This is an optimization exercise on Yosys and OpenROAD, whose aim is small area, not a production implementation. The RTL was checked by simulation tests, not by an equivalence proof against the original design. No driver is modelled on the clock port, so clocking that relies on it looks cheaper here than on a real chip. Power is estimated from default activity; no workload was simulated.

## yarisc_core
module yarisc_core (
    input  wire        clk,
    input  wire        rst,           
    output wire        mem_req,
    output wire        mem_we,
    output wire [15:0] mem_addr,
    output wire [15:0] mem_wdata,
    input  wire        mem_ready,
    input  wire [15:0] mem_rdata,
    output wire        halted,
    output wire        panicked,
    output wire [1:0]  panic_code,
    input  wire [3:0]  dbg_sel,
    output wire [15:0] dbg_data
);
clock: 8.0 ns
lec_check: 0
cap_margin: 20
core_margin: 2
core_utilization: 40
gpl_routability_driven: 0
gpl_timing_driven: 0
place_density: 0.6
slew_margin: 20
synth_hierarchical: 1
synth_minimum_keep_size: 0
standard.sh (not shown) runs the stock make flow with config.mk's settings and CLKGATE_MAP_FILE= SYNTH_SCRIPT=/design/flow/synth_recipe.tcl, a recipe that flattens the netlist after the stock synthesis.
==> flow/flow/run.sh <==
#!/bin/bash
# The standard layout (standard.sh) with these changes:
#  - synthesis maps the logic with an area-oriented ABC script (flow/area.abc);
#    flip-flops, their names and cell types are those of the standard synthesis;
#  - port buffers use the smallest buffer (buf_1) instead of the resizer's default pick;
#  - clock tree synthesis without dummy loads, with clkbuf_8 buffers.
set -euo pipefail
here=$(pwd)
export FLOW_ABC_SCRIPT="$here/flow/area.abc"
export BUFFER_PORTS_ARGS="-buffer_cell sky130_fd_sc_hd__buf_1"
export CTS_ARGS="-sink_clustering_enable -repair_clock_nets -dont_use_dummy_load -buf_list sky130_fd_sc_hd__clkbuf_8"
sed "s#$here/synth_recipe.tcl#$here/flow/synth.tcl#" standard.sh > flow_standard.sh
grep -q "flow/synth.tcl" flow_standard.sh
bash flow_standard.sh > run_standard.log 2>&1
==> flow/flow/area.abc <==
strash
&get -n
&fraig -x
&put
scorr
dc2
strash
&get -n
&dch -f
&nf -R 1000
&put
==> flow/flow/synth.tcl <==
# synth_recipe.tcl with one change: the combinational logic is mapped with
# flow/area.abc (an area-oriented ABC script) in place of ORFS's
# abc_speed.script.
proc synth {args} { yosys synth -nofsm -noshare {*}$args }
proc abc {args} {
  set i [lsearch -exact $args -script]
  if { $i >= 0 } { lset args [expr { $i + 1 }] $::env(FLOW_ABC_SCRIPT) }
  yosys abc {*}$args
}
source $::env(SCRIPTS_DIR)/synth.tcl
# left out here: clear keep_hierarchy, flatten, clean up, hide names made inside functions, write 1_2_yosys.v
The starting point completed with no timing, DRC or antenna violations.
Rerun with:
--- a/flow/flow/run.sh
+++ b/flow/flow/run.sh
@@ -5,3 +5,5 @@
 #  - port buffers use the smallest buffer (buf_1) instead of the resizer's default pick;
-#  - clock tree synthesis without dummy loads, with clkbuf_8 buffers.
+#  - clock tree synthesis without dummy loads, with clkbuf_4 buffers; after it,
+#    flow/post_cts.tcl gives clkbuf_16 to the root and clkbuf_8 to buffers whose
+#    flip-flops would see a slow clock edge.
 set -euo pipefail
@@ -10,3 +12,4 @@
 export BUFFER_PORTS_ARGS="-buffer_cell sky130_fd_sc_hd__buf_1"
-export CTS_ARGS="-sink_clustering_enable -repair_clock_nets -dont_use_dummy_load -buf_list sky130_fd_sc_hd__clkbuf_8"
+export CTS_ARGS="-sink_clustering_enable -repair_clock_nets -dont_use_dummy_load -buf_list sky130_fd_sc_hd__clkbuf_4"
+export POST_CTS_TCL="$here/flow/post_cts.tcl"
 sed "s#$here/synth_recipe.tcl#$here/flow/synth.tcl#" standard.sh > flow_standard.sh
==> flow/flow/post_cts.tcl (new file) <==
# After CTS (clkbuf_4 tree): give clkbuf_16 to the root buffer and clkbuf_8 to
# every clock buffer whose flip-flop clock pins would see a slow edge; then
# legalize the placement again.
estimate_parasitics -placement
proc clk_sink_slew { inst } {
  set opin [get_pins -of_objects $inst -filter "direction==output"]
  set net [get_nets -of_objects $opin]
  set mx 0
  foreach p [get_pins -of_objects $net -filter "direction==input"] {
    set s [get_property $p slew_max]
    if { $s > $mx } { set mx $s }
  }
  return $mx
}
foreach inst [get_cells -hier clkbuf_0_*] {
  puts "post_cts: [get_full_name $inst] -> clkbuf_16"
  replace_cell $inst sky130_fd_sc_hd__clkbuf_16
}
estimate_parasitics -placement
for { set pass 0 } { $pass < 3 } { incr pass } {
  set changed 0
  foreach inst [get_cells -hier *] {
    if { [get_property $inst ref_name] ne "sky130_fd_sc_hd__clkbuf_4" } { continue }
    set name [get_full_name $inst]
    if { [clk_sink_slew $inst] > 0.118 } {
      puts "post_cts: $name -> clkbuf_8"
      replace_cell $inst sky130_fd_sc_hd__clkbuf_8
      incr changed
    }
  }
  if { $changed == 0 } { break }
  estimate_parasitics -placement
}
foreach inst [get_cells -hier *] {
  if { [string match *clkbuf* [get_property $inst ref_name]] } {
    puts "post_cts: [get_full_name $inst] [get_property $inst ref_name] [clk_sink_slew $inst]"
  }
}
detailed_placement
check_placement -verbose
--- a/flow/config.mk
+++ b/flow/config.mk
@@ -9,6 +9,4 @@
 export CORE_MARGIN = 2
-export CORE_UTILIZATION = 40
-export GPL_ROUTABILITY_DRIVEN = 0
-export GPL_TIMING_DRIVEN = 0
-export PLACE_DENSITY = 0.6
+export CORE_UTILIZATION = 65
+export PLACE_DENSITY = 0.85
 export SLEW_MARGIN = 20
=>
- The new run finished with timing, DRC and antenna clean
- via count rises by 3.9%
- total power falls by about 7%
- clock skew rose by 0.0036 ns
- critical path depth drops by 2
- combinational power goes down by about 15%
- sequential power stays flat
- wire length came out lower by 3.8%
- fmax rose by 1.0%
- global-route usage rises by 12 points
Rerun with:
--- a/flow/flow/post_cts.tcl
+++ b/flow/flow/post_cts.tcl
@@ -24,3 +24,3 @@
     set name [get_full_name $inst]
-    if { [clk_sink_slew $inst] > 0.118 } {
+    if { [clk_sink_slew $inst] > 0.124 } {
       puts "post_cts: $name -> clkbuf_8"
--- a/flow/config.mk
+++ b/flow/config.mk
@@ -9,4 +9,4 @@
 export CORE_MARGIN = 2
-export CORE_UTILIZATION = 65
-export PLACE_DENSITY = 0.85
+export CORE_UTILIZATION = 40
+export PLACE_DENSITY = 0.6
 export SLEW_MARGIN = 20
Outcome: Cell area grows by 1.6%. Count of clock-buffer cells in the layout stays the same. Clock skew stays flat. Total power is about the same. Via count shrinks by 2.8%. Synthesized area is unchanged. Final cell count grows by 12%. Global-route usage shrinks by 11 points. Hold slack is worse by 0.044 ns.

-- what the ideal ports hide --
How much do the figures lean on ideal ports? The routed layouts below were timed once more, with nothing changed but the port constraints. Step 1: set_driving_cell puts a clkbuf_16 on clk and a buf_2 on each other input, an assumption about the parent block. Step 2, shift: input delay + t, output delay - t, t = (earliest + latest rising clock arrival at the registers) / 2. This alone moves slack from input paths to output paths. Three values: ideal ports, drivers, drivers and shift; two values: the first two.
| run | t (ns) | setup slack, ns | latest minus earliest clock arrival (ns) | pins driven straight from the clock port |
|---|---|---|---|---|
| the first run | 0.486 | 0.502 / 0.502 / 0.155 | 0.033 / 0.032 | 1 |
| the second run | 0.391 | 0.578 / 0.578 / 0.578 | 0.036 / 0.036 | 1 |
| the third run | 0.413 | 0.467 / 0.467 / 0.467 | 0.035 / 0.034 | 1 |
After both steps setup and hold are still met in every run listed. For the first run, which loses most, drivers alone change the setup slack by 0.000 ns; drivers and shift together by -0.347 ns.
